This design comes from an exercise in tuning for small area, a short achievable clock period and few clock cycles on the open sky130 flow, not from production work.
Where RTL was checked, it was by simulation tests only, not by an equivalence proof against the original.

== lane 1 ==
// sha2_stream
module sha2_stream (
    input  wire         clk,
    input  wire         rst,           
    input  wire         in_valid,
    output wire         in_ready,
    input  wire [31:0]  in_data,
    input  wire [2:0]   in_nbytes,     
    input  wire         in_last,
    input  wire         in_sha224,     
    output wire         out_valid,
    input  wire         out_ready,
    output wire [255:0] out_digest
);
For scale: about 6700 cells after synthesis, about 300 I/O pins, roughly 0.067 mm² of cells after synthesis.
clock: 10.0 ns
lec_check: 0
abc_area: 1
cap_margin: 20
core_margin: 2
core_utilization: 60
place_density: 0.7
slew_margin: 20
standard.sh (not shown) runs the stock make flow with config.mk's settings and CLKGATE_MAP_FILE= SYNTH_SCRIPT=/design/flow/synth_recipe.tcl, a recipe that flattens the netlist after the stock synthesis.
==> flow/flow/run.sh <==
#!/bin/bash
# Layout flow: the standard flow (standard.sh, unchanged synthesis,
# floorplan, power grid and tap cells) with these changes:
#  - repair_timing aims at a larger setup margin (SETUP_SLACK_MARGIN), so it
#    upsizes the cells of the round's critical paths further;
#  - the port buffers are buf_2 cells instead of the default pick;
#  - clock tree: clkbuf_8/clkbuf_4 buffers and no dummy loads.
# Every tool's output goes to logs in this folder (make's to flow_make.log;
# ORFS keeps its per-step logs under orfs/logs/).
set -euo pipefail
export SETUP_SLACK_MARGIN=6
export BUFFER_PORTS_ARGS="-buffer_cell sky130_fd_sc_hd__buf_2"
export CTS_ARGS="-sink_clustering_enable -repair_clock_nets -dont_use_dummy_load -buf_list {sky130_fd_sc_hd__clkbuf_8 sky130_fd_sc_hd__clkbuf_4}"
bash standard.sh finish > flow_make.log 2>&1
Testbench counts of lane 1, summed over its fixed seeds: cycles 132,635.
Modified inputs, lane 2 compared to lane 1
--- a/flow/design.v
+++ b/flow/design.v
@@ -93,18 +93,19 @@
     reg         got0;          
     reg         newmsg;        
     reg         m224;          
     reg         cur224;        
     reg         rdy_q;         
     reg         outv_q;        
     reg [31:0]  a, b, c, d, e, f, g, h;
     reg [31:0]  p;             
     reg [31:0]  x [0:15];      
+    reg [31:0]  xs0;           
     reg [31:0]  ha [0:3];      
     reg [31:0]  he [0:3];
     wire        data_av = cnt[2];                  
     wire        w_av    = padz | data_av | lastin;
     wire [31:0] fhead   = fb[8*FB-1 -: 32];
     reg  [31:0] padw;
     always @(*) begin
         case (cnt[1:0])
             2'd0: padw = 32'h80000000;
@@ -277,53 +278,60 @@
     sha2_round u_round (
         .st_in ({a, b, c, d, e, f, g, h}),
         .p     (p),
         .st_out(st_next)
     );
     wire        p_ld = (in_rnd & adv) | ((f_p2 | f_upd) & take);
     wire [5:0]  kn_n = rst ? 6'd0 : (p_ld ? ((in_rnd && kn == 6'd0) ? 6'd0 : kn + 6'd1) : kn);
     wire [31:0] k_t;
     sha2_k u_k (.t(kn_n), .k(k_t));
-    wire [31:0] sm_s0 = {x[1][6:0], x[1][31:7]} ^ {x[1][17:0], x[1][31:18]} ^ (x[1] >> 3);
+    function [31:0] sm_s0(input [31:0] v);
+        sm_s0 = {v[6:0], v[31:7]} ^ {v[17:0], v[31:18]} ^ (v >> 3);
+    endfunction
     wire [31:0] sm_s1 = {x[14][16:0], x[14][31:17]} ^ {x[14][18:0], x[14][31:19]} ^ (x[14] >> 10);
-    wire [31:0] w_sch = sm_s1 + x[9] + sm_s0 + x[0];
+    wire [63:0] w1 = {x[9] ^ xs0 ^ x[0], ((x[9] & xs0) | (x[9] & x[0]) | (xs0 & x[0])) << 1};
+    wire [63:0] w2 = {w1[63:32] ^ w1[31:0] ^ sm_s1,
+                      ((w1[63:32] & w1[31:0]) | (w1[63:32] & sm_s1) | (w1[31:0] & sm_s1)) << 1};
+    wire [31:0] w_sch = w2[63:32] + w2[31:0];
     wire        use_w = f_usew;
     wire [31:0] x_in  = use_w ? word : w_sch;
     wire [31:0] ph     = in_rnd ? g : (f_upd ? he[2] : h);
     wire [31:0] p_next = ph + kr + x[15];
     wire [31:0] sum_a = ha[3] + a;
     wire [31:0] sum_e = he[3] + e;
     wire        ring  = f_ring;
     wire        start_msg = ((state == S_IDLE) | (state == S_OUT)) & take;
     wire        ring_iv   = f_p2 & newmsg;
     wire        x_en      = (in_rnd & adv) | take;
+    wire        ld_rnd  = in_rnd & adv;
+    wire        ld_upd  = f_upd;
+    wire        ld_iv   = start_msg;
+    wire        ld_hold = ~(ld_rnd | ld_upd | ld_iv);
+    wire [255:0] st_iv  = nxt224 ? IV_224 : IV_256;
+    wire [255:0] st_upd = {sum_a, ha[0], ha[1], ha[2], sum_e, he[0], he[1], he[2]};
+    wire [255:0] st_n   = ({256{ld_rnd}} & st_next) | ({256{ld_upd}} & st_upd) |
+                          ({256{ld_iv}} & st_iv) | ({256{ld_hold}} & {a, b, c, d, e, f, g, h});
+    wire [31:0]  p_n    = ({32{p_ld}} & p_next) | ({32{~p_ld}} & p);
+    wire         r_hold = ~(ring | ring_iv);
+    wire [255:0] ring_q = {ha[0], ha[1], ha[2], ha[3], he[0], he[1], he[2], he[3]};
+    wire [255:0] ring_s = {sum_a, ha[0], ha[1], ha[2], sum_e, he[0], he[1], he[2]};
+    wire [255:0] ring_n = ({256{ring}} & ring_s) | ({256{ring_iv & ~ring}} & (m224 ? IV_224 : IV_256)) |
+                          ({256{r_hold}} & ring_q);
     always @(posedge clk) begin
         if (x_en) begin
             for (i = 0; i < 15; i = i + 1)
                 x[i] <= x[i + 1];
             x[15] <= x_in;
+            xs0   <= sm_s0(x[2]);
         end
-        if (in_rnd & adv) begin
-            {a, b, c, d, e, f, g, h} <= st_next;
-        end else if (f_upd) begin
-            {a, b, c, d} <= {sum_a, ha[0], ha[1], ha[2]};
-            {e, f, g, h} <= {sum_e, he[0], he[1], he[2]};
-        end else if (start_msg) begin
-            {a, b, c, d, e, f, g, h} <= nxt224 ? IV_224 : IV_256;
-        end
-        if (ring) begin
-            ha[0] <= sum_a; ha[1] <= ha[0]; ha[2] <= ha[1]; ha[3] <= ha[2];
-            he[0] <= sum_e; he[1] <= he[0]; he[2] <= he[1]; he[3] <= he[2];
-        end else if (ring_iv) begin
-            {ha[0], ha[1], ha[2], ha[3], he[0], he[1], he[2], he[3]} <= m224 ? IV_224 : IV_256;
-        end
-        if (p_ld)
-            p <= p_next;
+        {a, b, c, d, e, f, g, h} <= st_n;
+        p <= p_n;
+        {ha[0], ha[1], ha[2], ha[3], he[0], he[1], he[2], he[3]} <= ring_n;
         kn <= kn_n;
         kr <= k_t;
         if (start_msg)
             m224 <= nxt224;
         if (ring_iv)
             cur224 <= m224;
     end
     assign out_valid  = outv_q;
     assign out_digest = {ha[0], ha[1], ha[2], ha[3], he[0], he[1], he[2],
Ran to the end and failed final checks on max-capacitance violations, max-slew violations: lane 2.
Delta (lane 2 minus lane 1): final cell count moved up; flip-flop and latch count moved up; overall die area moved down.
Lane 2 — tightest hold margin 22 ps lower, lane 1 as reference
Against lane 1, lane 2 comes in 3.9 points higher on fraction of area in multi-input gates.
No functional check of the RTL was part of lane 2.


Setup of the previous run:
Another version of the RTL of sha2_stream (not shown whole).
For scale: about 0.069 sq mm of cells after synthesis.
==> flow/design.v (excerpt) <==
module sha2_stream (
    input  wire         clk,
    input  wire         rst,           
    input  wire         in_valid,
    output wire         in_ready,
    input  wire [31:0]  in_data,
    input  wire [2:0]   in_nbytes,     
    input  wire         in_last,
    input  wire         in_sha224,     
    output wire         out_valid,
    input  wire         out_ready,
    output wire [255:0] out_digest
);
    localparam integer FB = 7;         
    localparam [2:0] S_IDLE = 3'd0,    
                     S_P1   = 3'd1,    
                     S_P2   = 3'd2,    
                     S_RND  = 3'd3,
                     S_UPD  = 3'd4,
                     S_OUT  = 3'd5;
    localparam [255:0] IV_256 = {32'h6a09e667, 32'hbb67ae85, 32'h3c6ef372, 32'ha54ff53a,
                                 32'h510e527f, 32'h9b05688c, 32'h1f83d9ab, 32'h5be0cd19};
    localparam [255:0] IV_224 = {32'hc1059ed8, 32'h367cd507, 32'h3070dd17, 32'hf70e5939,
                                 32'hffc00b31, 32'h68581511, 32'h64f98fa7, 32'hbefa4fa4};
    integer i;
    reg [8*FB-1:0] fb;         
    reg [2:0]   cnt;           
    reg         lastin;        
    reg         first;         
  ...
Settings: LEC_CHECK=0, ABC_AREA=1, CAP_MARGIN=20, CORE_MARGIN=2, CORE_UTILIZATION=60, PLACE_DENSITY=0.7, SLEW_MARGIN=20; clock period 10.0 ns.
Scripts as last shown in full above: flow/flow/run.sh
Testbench counts of the previous run, summed over its fixed seeds: cycles 132,131.
Setup changes, the previous run to the current run
-- flow/design.v --
<<< the previous run, line 92
    reg         fin;           
    reg         got0;          
    reg         got1;          
    reg         newmsg;        
    reg         m224;          
>>> the current run, line 92
    reg         fin;           
    reg         got0;          
    reg         newmsg;        
    reg         m224;          
<<< the previous run, line 119
    wire [31:0] word   = padz ? (len_w ? {9'b0, mlen, 3'b0} : 32'h0)
                       : (data_av ? fhead : padw);
    function want_of(input [2:0] s, input [5:0] tt, input fn, input g0, input g1);
        want_of = (s == S_IDLE) | (s == S_P1) | (s == S_P2) |
                  ((s == S_RND) & ((tt <= 6'd13) | ((tt == 6'd63) & ~fn))) |
                  ((s == S_UPD) & (g0 | fn)) | ((s == S_OUT) & ~(g0 & g1));
    endfunction
    reg  f_rnd, f_upd, f_p2, f_early, f_usew, f_ring, f_want;
>>> the current run, line 118
    wire [31:0] word   = padz ? (len_w ? {9'b0, mlen, 3'b0} : 32'h0)
                       : (data_av ? fhead : padw);
    function want_of(input [2:0] s, input [5:0] tt, input fn, input g0);
        want_of = (s == S_IDLE) | (s == S_P1) | (s == S_P2) |
                  ((s == S_RND) & ((tt <= 6'd13) | ((tt == 6'd63) & ~fn))) |
                  ((s == S_UPD) & g0 & ~fn) | ((s == S_OUT) & ~g0);
    endfunction
    reg  f_rnd, f_upd, f_p2, f_early, f_usew, f_ring, f_want;
<<< the previous run, line 178
    reg [2:0]  state_n;
    reg [5:0]  t_n;
    reg        fin_n, got0_n, got1_n, newmsg_n;
    always @(*) begin
        state_n  = state;
>>> the current run, line 177
    reg [2:0]  state_n;
    reg [5:0]  t_n;
    reg        fin_n, got0_n, newmsg_n;
    always @(*) begin
        state_n  = state;
<<< the previous run, line 184
        fin_n    = fin;
        got0_n   = got0;
        got1_n   = got1;
        newmsg_n = newmsg;
        case (state)
>>> the current run, line 183
        fin_n    = fin;
        got0_n   = got0;
        newmsg_n = newmsg;
        case (state)
<<< the previous run, line 192
        end
        S_P1: if (take) state_n = S_P2;
        S_P2: if (take) state_n = S_RND;
        S_RND: if (adv) begin
            newmsg_n = 1'b0;
            t_n = t + 6'd1;
            if (take & len_w)
>>> the current run, line 190
        end
        S_P1: if (take) state_n = S_P2;
        S_P2: if (take) begin
            newmsg_n = 1'b0;
            state_n  = S_RND;
        end
        S_RND: if (adv) begin
            t_n = t + 6'd1;
            if (take & len_w)
<<< the previous run, line 207
                fin_n   = 1'b0;
                state_n = S_OUT;
                if (take) begin
                    got0_n   = 1'b1;
                    newmsg_n = 1'b1;
                end
            end else if (!got0)
                state_n = S_P1;
>>> the current run, line 207
                fin_n   = 1'b0;
                state_n = S_OUT;
            end else if (!got0)
                state_n = S_P1;
<<< the previous run, line 220
        S_OUT: begin
            if (take) begin
                if (!got0) begin
                    got0_n   = 1'b1;
                    newmsg_n = 1'b1;
                end else
                    got1_n   = 1'b1;
            end
            if (out_ready) begin
                got0_n  = 1'b0;
                got1_n  = 1'b0;
                state_n = (got1 | (got0 & take)) ? S_RND : ((got0 | take) ? S_P2 : S_IDLE);
            end
        end
>>> the current run, line 216
        S_OUT: begin
            if (take) begin
                got0_n   = 1'b1;
                newmsg_n = 1'b1;
            end
            if (out_ready) begin
                got0_n  = 1'b0;
                state_n = (got0 | take) ? S_P2 : S_IDLE;
            end
        end
<<< the previous run, line 239
            fin_n    = 1'b0;
            got0_n   = 1'b0;
            got1_n   = 1'b0;
            newmsg_n = 1'b0;
        end
>>> the current run, line 231
            fin_n    = 1'b0;
            got0_n   = 1'b0;
            newmsg_n = 1'b0;
        end
<<< the previous run, line 253
        fin    <= fin_n;
        got0   <= got0_n;
        got1   <= got1_n;
        newmsg <= newmsg_n;
        rdy_q  <= ~lastin_n & (~cnt_n[2] | (want_of(state_n, t_n, fin_n, got0_n, got1_n) & ~padz_n));
        f_want  <= want_of(state_n, t_n, fin_n, got0_n, got1_n);
        f_rnd   <= (state_n == S_RND);
        f_upd   <= (state_n == S_UPD);
>>> the current run, line 244
        fin    <= fin_n;
        got0   <= got0_n;
        newmsg <= newmsg_n;
        rdy_q  <= ~lastin_n & (~cnt_n[2] | (want_of(state_n, t_n, fin_n, got0_n) & ~padz_n));
        f_want  <= want_of(state_n, t_n, fin_n, got0_n);
        f_rnd   <= (state_n == S_RND);
        f_upd   <= (state_n == S_UPD);
<<< the previous run, line 291
        .st_out(st_next)
    );
    wire        p_ld = (in_rnd & adv) | ((f_p2 | (f_upd & ~fin) | ((state == S_OUT) & got0)) & take);
    wire [5:0]  kn_n = rst ? 6'd0 : (p_ld ? ((in_rnd && kn == 6'd0) ? 6'd0 : kn + 6'd1) : kn);
    wire [31:0] k_t;
>>> the current run, line 281
        .st_out(st_next)
    );
    wire        p_ld = (in_rnd & adv) | ((f_p2 | f_upd) & take);
    wire [5:0]  kn_n = rst ? 6'd0 : (p_ld ? ((in_rnd && kn == 6'd0) ? 6'd0 : kn + 6'd1) : kn);
    wire [31:0] k_t;
<<< the previous run, line 310
    wire [31:0] sum_e = he[3] + e;
    wire        ring  = f_ring;
    wire        start_msg = ((state == S_IDLE) | ((state == S_OUT) & ~got0) | (f_upd & fin)) & take;
    wire        ring_iv   = in_rnd & newmsg;
    wire        x_en      = (in_rnd & adv) | take;
    wire        ld_rnd  = in_rnd & adv;
    wire        ld_upd  = f_upd & ~start_msg;
    wire        ld_iv   = start_msg;
    wire        ld_hold = ~(ld_rnd | ld_upd | ld_iv);
>>> the current run, line 300
    wire [31:0] sum_e = he[3] + e;
    wire        ring  = f_ring;
    wire        start_msg = ((state == S_IDLE) | (state == S_OUT)) & take;
    wire        ring_iv   = f_p2 & newmsg;
    wire        x_en      = (in_rnd & adv) | take;
    wire        ld_rnd  = in_rnd & adv;
    wire        ld_upd  = f_upd;
    wire        ld_iv   = start_msg;
    wire        ld_hold = ~(ld_rnd | ld_upd | ld_iv);
--- outcome ---
From the previous run to the current run the numbers moved as follows: register-to-register slack went down, met2 wire length dropped 6.8 mm, number of synthesized register bits held steady, count of inserted tapcells went down 12. The current run vs. the previous run: violation count after the first detailed-route iteration went down 15%; gate count of the mapped netlist went down about 3%. When the current run is set beside the previous run, its minimum setup slack in the final design turns out to be 0.15 ns smaller. The previous run has higher average wire length per cell after detail routing than the current run.
Testbench counts of the current run, summed over its fixed seeds: cycles 132,635.

## re-timing with driven ports
How much do the figures lean on ideal ports? The routed layouts below were timed once more, with nothing changed but the port constraints. Step 1 assumes that a clkbuf_16 drives the clock port and a buf_2 every other input. Step 2 moves the port delays by t, midway between the first and last clock arrival at a register: inputs arrive t later, outputs are due t later. That takes back most of the time a late clock gives input paths. a / b / c = no drivers / after step 1 / after step 2; a / b = the first two.
| run | t, ns | setup slack, ns | worst setup path after step 2 |
|---|---|---|---|
| lane 1 | 0.994 | 5.435 / 5.435 / 5.274 | input to register |
| lane 2 | 0.957 | 5.286 / 5.286 / 5.286 | register to register |
| the previous run | 1.010 | 5.979 / 5.979 / 5.147 | input to register |
| the current run | 0.970 | 5.829 / 5.829 / 5.265 | input to register |
For the previous run, which loses most, drivers alone change the setup slack by 0.000 ns; drivers and shift together by -0.832 ns.
